What follows belongs to an exercise in optimizing a design on an open flow for small area, a short achievable clock period and few clock cycles per item; a production flow would make more cautious choices. Function was checked by simulation only, so behaviour that the tests miss may differ from the original.

==> lagoon <==
// icu_quant
module icu_quant (
    input  wire        clk,
    input  wire        rst,
    input  wire        in_valid,
    output wire        in_ready,
    input  wire [23:0] in_rgb,
    output reg         out_valid,
    input  wire        out_ready,
    output reg  [23:0] out_lo,
    output reg  [23:0] out_hi,
    output reg  [7:0]  out_avg
);
    localparam integer LOOK = 10;    
    integer i;
    genvar  gi;
    reg        rdy;
    assign in_ready = rdy;
    wire acc_now = in_valid && rdy && !rst;
    reg [23:0] in_q;
    reg        v0;
    reg [14:0] x_y, x_cb, x_cr;
    reg        v1;
    reg [7:0]  a_y, a_cb, a_cr;
    reg [9:0]  t_y, t_cb, t_cr;
    reg        v2;
    reg [7:0]  w_y, w_cb, w_cr;
    reg        v3;
    wire [14:0] fxy, fxcb, fxcr;
    icu_fwd u_fwd (
        .r(in_q[23:16]), .g(in_q[15:8]), .b(in_q[7:0]),
        .xy(fxy), .xcb(fxcb), .xcr(fxcr)
    );
    wire [7:0] da_y, da_cb, da_cr;
    wire [9:0] dt_y, dt_cb, dt_cr;
    icu_d125a u_day  (.x(x_y),  .a(da_y),  .t(dt_y));
    icu_d125a u_dacb (.x(x_cb), .a(da_cb), .t(dt_cb));
    icu_d125a u_dacr (.x(x_cr), .a(da_cr), .t(dt_cr));
    wire [8:0] qy, qcb, qcr;
    icu_d125b u_dby  (.a(a_y),  .t(t_y),  .q(qy));
    icu_d125b u_dbcb (.a(a_cb), .t(t_cb), .q(qcb));
    icu_d125b u_dbcr (.a(a_cr), .t(t_cr), .q(qcr));
    always @(posedge clk) begin
        in_q <= in_rgb;
        x_y  <= fxy;
        x_cb <= fxcb;
        x_cr <= fxcr;
        a_y  <= da_y;  t_y  <= dt_y;
        a_cb <= da_cb; t_cb <= dt_cb;
        a_cr <= da_cr; t_cr <= dt_cr;
        w_y  <= qy[7:0];
        w_cb <= qcb[7:0];
        w_cr <= qcr[7:0];
        if (rst) begin
            v0 <= 1'b0;
            v1 <= 1'b0;
            v2 <= 1'b0;
            v3 <= 1'b0;
        end else begin
            v0 <= acc_now;
            v1 <= v0;
            v2 <= v1;
            v3 <= v2;
        end
    end
    reg [7:0]  ry  [0:15];
    reg [7:0]  rcb [0:15];
    reg [7:0]  rcr [0:15];
    reg [3:0]  rk  [0:15];
    reg [15:0] rv;               
  ...
==> flow/config.mk <==
export PLATFORM = sky130hd
export DESIGN_NAME = icu_quant
export DESIGN_NICKNAME = icu_quant
export VERILOG_FILES = /design/flow/design.v
export SDC_FILE = /design/flow/constraint.sdc
export NUM_CORES = 4
export LEC_CHECK = 0
export CAP_MARGIN = 20
export CORE_MARGIN = 2
export CORE_UTILIZATION = 50
export PLACE_DENSITY = 0.65
export SLEW_MARGIN = 20
==> flow/constraint.sdc <==
create_clock -name core_clock -period 22.0 [get_ports {clk}]
set_input_delay 4.4000 -clock core_clock [delete_from_list [all_inputs] [get_ports {clk}]]
set_output_delay 4.4000 -clock core_clock [all_outputs]
set_load 0.01 [all_outputs]
standard.sh (not shown) runs the stock make flow with config.mk's settings and CLKGATE_MAP_FILE= SYNTH_SCRIPT=/design/flow/synth_recipe.tcl, a recipe that flattens the netlist after the stock synthesis.
==> flow/flow/run.sh <==
#!/bin/bash
# The standard layout (the standard.sh, all steps), with three changes:
#  - the port buffers are made with a regular buf_4 cell instead of the
#    flow's default choice;
#  - the clock tree is built with larger sink clusters (up to 25 sinks,
#    100 um across) and without dummy loads;
#  - the timing repair steps aim at a 5.5 ns period instead of only
#    meeting the 22 ns clock (the constraints themselves are unchanged).
# The full output goes to standard.log in this folder.
set -e
export BUFFER_PORTS_ARGS="-buffer_cell sky130_fd_sc_hd__buf_4"
export CTS_ARGS="-sink_clustering_enable -repair_clock_nets -dont_use_dummy_load -sink_clustering_size 25 -sink_clustering_max_diameter 100"
export SETUP_SLACK_MARGIN=16.5
bash standard.sh > standard.log 2>&1
==> fjord (differences from lagoon) <==
--- a/flow/config.mk
+++ b/flow/config.mk
@@ -5,8 +5,7 @@
 export SDC_FILE = /design/flow/constraint.sdc
 export NUM_CORES = 4
 export LEC_CHECK = 0
 export CAP_MARGIN = 20
 export CORE_MARGIN = 2
-export CORE_UTILIZATION = 50
-export PLACE_DENSITY = 0.65
+export CORE_UTILIZATION = 40
 export SLEW_MARGIN = 20
==> nickel (differences from lagoon) <==
--- a/flow/design.v
+++ b/flow/design.v
@@ -285,79 +285,78 @@
     wire n277 = (n241 & n242) | (g[6] & (n241 ^ n242));
     wire n278 = ~(~g[4] ^ ~b[7]);
     wire n279 = ~g[4] | ~b[7];
     wire n280 = n243 ^ r[5] ^ g[7];
     wire n281 = (n243 & r[5]) | (g[7] & (n243 ^ r[5]));
-    wire n282 = ~~g[5];
-    wire n283 = ~r[3] ^ ~r[0];
-    wire n284 = ~r[3] & ~r[0];
-    wire n285 = n244 ^ b[4] ^ ~b[1];
-    wire n286 = (n244 & b[4]) | (~b[1] & (n244 ^ b[4]));
-    wire n287 = n245 ^ n246 ^ b[5];
-    wire n288 = (n245 & n246) | (b[5] & (n245 ^ n246));
-    wire n289 = n247 ^ n248 ^ n250;
-    wire n290 = (n247 & n248) | (n250 & (n247 ^ n248));
-    wire n291 = n249 ^ n251 ^ n252;
-    wire n292 = (n249 & n251) | (n252 & (n249 ^ n251));
-    wire n293 = n253 ^ n255 ^ n256;
-    wire n294 = (n253 & n255) | (n256 & (n253 ^ n255));
-    wire n295 = n257 ^ n259 ^ n260;
-    wire n296 = (n257 & n259) | (n260 & (n257 ^ n259));
-    wire n297 = n261 ^ n263 ^ n264;
-    wire n298 = (n261 & n263) | (n264 & (n261 ^ n263));
-    wire n299 = n265 ^ n267 ^ n268;
-    wire n300 = (n265 & n267) | (n268 & (n265 ^ n267));
-    wire n301 = n269 ^ n271 ^ n272;
-    wire n302 = (n269 & n271) | (n272 & (n269 ^ n271));
-    wire n303 = n273 ^ n275 ^ n276;
-    wire n304 = (n273 & n275) | (n276 & (n273 ^ n275));
-    wire n305 = n277 ^ n279 ^ n280;
-    wire n306 = (n277 & n279) | (n280 & (n277 ^ n279));
-    wire n307 = n281 ^ ~g[5] ^ r[6];
-    wire n308 = (n281 & ~g[5]) | (r[6] & (n281 ^ ~g[5]));
-    wire n309 = r[7] ^ ~g[7];
-    wire n310 = r[7] & ~g[7];
-    wire n311 = ~r[0] ^ b[0];
-    wire n312 = ~r[0] & b[0];
-    wire n313 = ~r[1] ^ b[1];
-    wire n314 = ~r[1] & b[1];
-    wire n315 = ~r[2] ^ b[2];
-    wire n316 = ~r[2] & b[2];
-    wire n317 = n283 ^ b[3] ^ ~b[0];
-    wire n318 = (n283 & b[3]) | (~b[0] & (n283 ^ b[3]));
-    wire n319 = ~(n284 ^ n285);
-    wire n320 = n284 | n285;
-    wire n321 = n286 ^ n287 ^ ~b[2];
-    wire n322 = (n286 & n287) | (~b[2] & (n286 ^ n287));
-    wire n323 = n288 ^ n289 ^ ~b[0];
-    wire n324 = (n288 & n289) | (~b[0] & (n288 ^ n289));
-    wire n325 = n290 ^ n291 ^ n254;
-    wire n326 = (n290 & n291) | (n254 & (n290 ^ n291));
-    wire n327 = n292 ^ n293 ^ n258;
-    wire n328 = (n292 & n293) | (n258 & (n292 ^ n293));
-    wire n329 = n294 ^ n295 ^ n262;
-    wire n330 = (n294 & n295) | (n262 & (n294 ^ n295));
-    wire n331 = n296 ^ n297 ^ n266;
-    wire n332 = (n296 & n297) | (n266 & (n296 ^ n297));
-    wire n333 = n298 ^ n299 ^ n270;
-    wire n334 = (n298 & n299) | (n270 & (n298 ^ n299));
-    wire n335 = n300 ^ n301 ^ n274;
-    wire n336 = (n300 & n301) | (n274 & (n300 ^ n301));
-    wire n337 = n302 ^ n303 ^ n278;
-    wire n338 = (n302 & n303) | (n278 & (n302 ^ n303));
-    wire n339 = n304 ^ n305 ^ n282;
-    wire n340 = (n304 & n305) | (n282 & (n304 ^ n305));
-    wire n341 = n306 ^ n307 ^ ~g[6];
-    wire n342 = (n306 & n307) | (~g[6] & (n306 ^ n307));
-    wire n343 = ~(n308 ^ n309);
-    wire n344 = n308 | n309;
-    wire n345 = ~n310;
+    wire n282 = ~r[3] ^ ~r[0];
+    wire n283 = ~r[3] & ~r[0];
+    wire n284 = n244 ^ b[4] ^ ~b[1];
+    wire n285 = (n244 & b[4]) | (~b[1] & (n244 ^ b[4]));
+    wire n286 = n245 ^ n246 ^ b[5];
+    wire n287 = (n245 & n246) | (b[5] & (n245 ^ n246));
+    wire n288 = n247 ^ n248 ^ n250;
+    wire n289 = (n247 & n248) | (n250 & (n247 ^ n248));
+    wire n290 = n249 ^ n251 ^ n252;
+    wire n291 = (n249 & n251) | (n252 & (n249 ^ n251));
+    wire n292 = n253 ^ n255 ^ n256;
+    wire n293 = (n253 & n255) | (n256 & (n253 ^ n255));
+    wire n294 = n257 ^ n259 ^ n260;
+    wire n295 = (n257 & n259) | (n260 & (n257 ^ n259));
+    wire n296 = n261 ^ n263 ^ n264;
+    wire n297 = (n261 & n263) | (n264 & (n261 ^ n263));
+    wire n298 = n265 ^ n267 ^ n268;
+    wire n299 = (n265 & n267) | (n268 & (n265 ^ n267));
+    wire n300 = n269 ^ n271 ^ n272;
+    wire n301 = (n269 & n271) | (n272 & (n269 ^ n271));
+    wire n302 = n273 ^ n275 ^ n276;
+    wire n303 = (n273 & n275) | (n276 & (n273 ^ n275));
+    wire n304 = n277 ^ n279 ^ n280;
+    wire n305 = (n277 & n279) | (n280 & (n277 ^ n279));
+    wire n306 = n281 ^ ~g[5] ^ r[6];
+    wire n307 = (n281 & ~g[5]) | (r[6] & (n281 ^ ~g[5]));
+    wire n308 = r[7] ^ ~g[7];
+    wire n309 = r[7] & ~g[7];
+    wire n310 = ~r[0] ^ b[0];
+    wire n311 = ~r[0] & b[0];
+    wire n312 = ~r[1] ^ b[1];
+    wire n313 = ~r[1] & b[1];
+    wire n314 = ~r[2] ^ b[2];
+    wire n315 = ~r[2] & b[2];
+    wire n316 = n282 ^ b[3] ^ ~b[0];
+    wire n317 = (n282 & b[3]) | (~b[0] & (n282 ^ b[3]));
+    wire n318 = ~(n283 ^ n284);
+    wire n319 = n283 | n284;
+    wire n320 = n285 ^ n286 ^ ~b[2];
+    wire n321 = (n285 & n286) | (~b[2] & (n285 ^ n286));
+    wire n322 = n287 ^ n288 ^ ~b[0];
+    wire n323 = (n287 & n288) | (~b[0] & (n287 ^ n288));
+    wire n324 = n289 ^ n290 ^ n254;
+    wire n325 = (n289 & n290) | (n254 & (n289 ^ n290));
+    wire n326 = n291 ^ n292 ^ n258;
+    wire n327 = (n291 & n292) | (n258 & (n291 ^ n292));
+    wire n328 = n293 ^ n294 ^ n262;
+    wire n329 = (n293 & n294) | (n262 & (n293 ^ n294));
+    wire n330 = n295 ^ n296 ^ n266;
+    wire n331 = (n295 & n296) | (n266 & (n295 ^ n296));
+    wire n332 = n297 ^ n298 ^ n270;
+    wire n333 = (n297 & n298) | (n270 & (n297 ^ n298));
+    wire n334 = n299 ^ n300 ^ n274;
+    wire n335 = (n299 & n300) | (n274 & (n299 ^ n300));
+    wire n336 = n301 ^ n302 ^ n278;
+    wire n337 = (n301 & n302) | (n278 & (n301 ^ n302));
+    wire n338 = n303 ^ n304 ^ g[5];
+    wire n339 = (n303 & n304) | (g[5] & (n303 ^ n304));
+    wire n340 = n305 ^ n306 ^ ~g[6];
+    wire n341 = (n305 & n306) | (~g[6] & (n305 ^ n306));
+    wire n342 = ~(n307 ^ n308);
+    wire n343 = n307 | n308;
+    wire n344 = ~n309;
     wire [17:0] xy_s = {1'b0, n74, n72, n70, n68, n66, n64, n62, n60, n58, n56, n54, n52, n50, n49, r[2], r[1], r[0]} + {1'b0, g[7], n73, n71, n69, n67, n65, n63, n61, n59, n57, n55, n53, n51, 1'b1, b[1], b[0], 1'b0};
     assign xy = xy_s[17:3];
     wire [17:0] xcb_s = {n215, n213, n211, n209, n207, n205, n203, n201, n199, n197, n195, n193, n191, n189, n187, n185, n183, n182} + {1'b1, n214, n212, n210, n208, n206, n204, n202, n200, n198, n196, n194, n192, n190, n188, n186, n184, 1'b1};
     assign xcb = xcb_s[17:3];
-    wire [17:0] xcr_s = {n344, n342, n340, n338, n336, n334, n332, n330, n328, n326, n324, n322, n320, n318, n316, n314, n312, n311} + {n345, n343, n341, n339, n337, n335, n333, n331, n329, n327, n325, n323, n321, n319, n317, n315, n313, 1'b1};
+    wire [17:0] xcr_s = {n343, n341, n339, n337, n335, n333, n331, n329, n327, n325, n323, n321, n319, n317, n315, n313, n311, n310} + {n344, n342, n340, n338, n336, n334, n332, n330, n328, n326, n324, n322, n320, n318, n316, n314, n312, 1'b1};
     assign xcr = xcr_s[17:3];
 endmodule
 module icu_d125a (
     input  wire [14:0] x,
     output wire [7:0]  a,
==> impl_metrics.json <==
{
  "power_frac_seq_pct": 42.4,
  "combPwrFrac_pct": 40.8,
  "fin_area_um2": 56180,
  "period_needed_ns": 5.618,
  "setup_slack_ns": 16.38,
  "run_status": "no timing/DRC/antenna violations",
  "wl_met2_um": 49330,
  "yosys.area_share.adder_pct": 24.57,
  "final.setup_skew_ns": 0.08460,
  "layout_common_cells": "dfxtp_1 (773), inv_1 (535), fa_1 (410)",
  "multi_input_area_um2": 25250,
  "synth_compound_area_share_pct": 8.009
}
The numbers above come from lagoon.

==> impl_metrics.json <==
{
  "period_needed_ns": 5.595,
  "yosys.area_share.adder_pct": 24.99,
  "multi_input_area_um2": 25150,
  "setup_slack_ns": 16.40,
  "fin_area_um2": 56090,
  "run_status": "no timing/DRC/antenna violations",
  "layout_common_cells": "dfxtp_1 (760), inv_1 (526), fa_1 (409)",
  "wl_met2_um": 47880,
  "gr-usage-met3_pct": 2.609,
  "final.setup_skew_ns": 0.09864,
  "synth_compound_area_share_pct": 7.384,
  "power_frac_seq_pct": 42.1
}
The numbers above come from nickel.

==> impl_metrics.json <==
{
  "layout_common_cells": "dfxtp_1 (771), inv_1 (535), fa_1 (410)",
  "combPwrFrac_pct": 40.7,
  "fin_area_um2": 56650,
  "multi_input_area_um2": 25230,
  "yosys.area_share.adder_pct": 24.57,
  "run_status": "no timing/DRC/antenna violations",
  "power_frac_seq_pct": 42.3,
  "synth_compound_area_share_pct": 8.009
}
The numbers above come from fjord.

Testbench counts of lagoon, summed over its fixed seeds: cycles 6,456, items 384.
Testbench counts of fjord, summed over its fixed seeds: cycles 6,456, items 384.
Testbench counts of nickel, summed over its fixed seeds: cycles 6,456, items 384.

-- separate check: timing with driven ports --
No port has a modelled driver above. Below, the same layouts with a new extraction and two added sets of constraints.
Step 1 assumes that a clkbuf_16 drives the clock port and a buf_2 every other input.
Step 2, shift: input delay + t, output delay - t, t = (earliest + latest rising clock arrival at the registers) / 2. This alone moves slack from input paths to output paths.
a / b / c = no drivers / after step 1 / after step 2; a / b = the first two.
run | t, ns | setup slack, ns | clock arrival spread, ns | cell pins on the clock port's net
lagoon | 0.692 | 16.382 / 16.316 / 16.558 | 0.085 / 0.084 | 1
fjord | 0.709 | 16.383 / 16.307 / 16.564 | 0.083 / 0.083 | 1
nickel | 0.709 | 16.405 / 16.341 / 16.576 | 0.101 / 0.101 | 1
After both steps setup and hold are still met in every run listed.
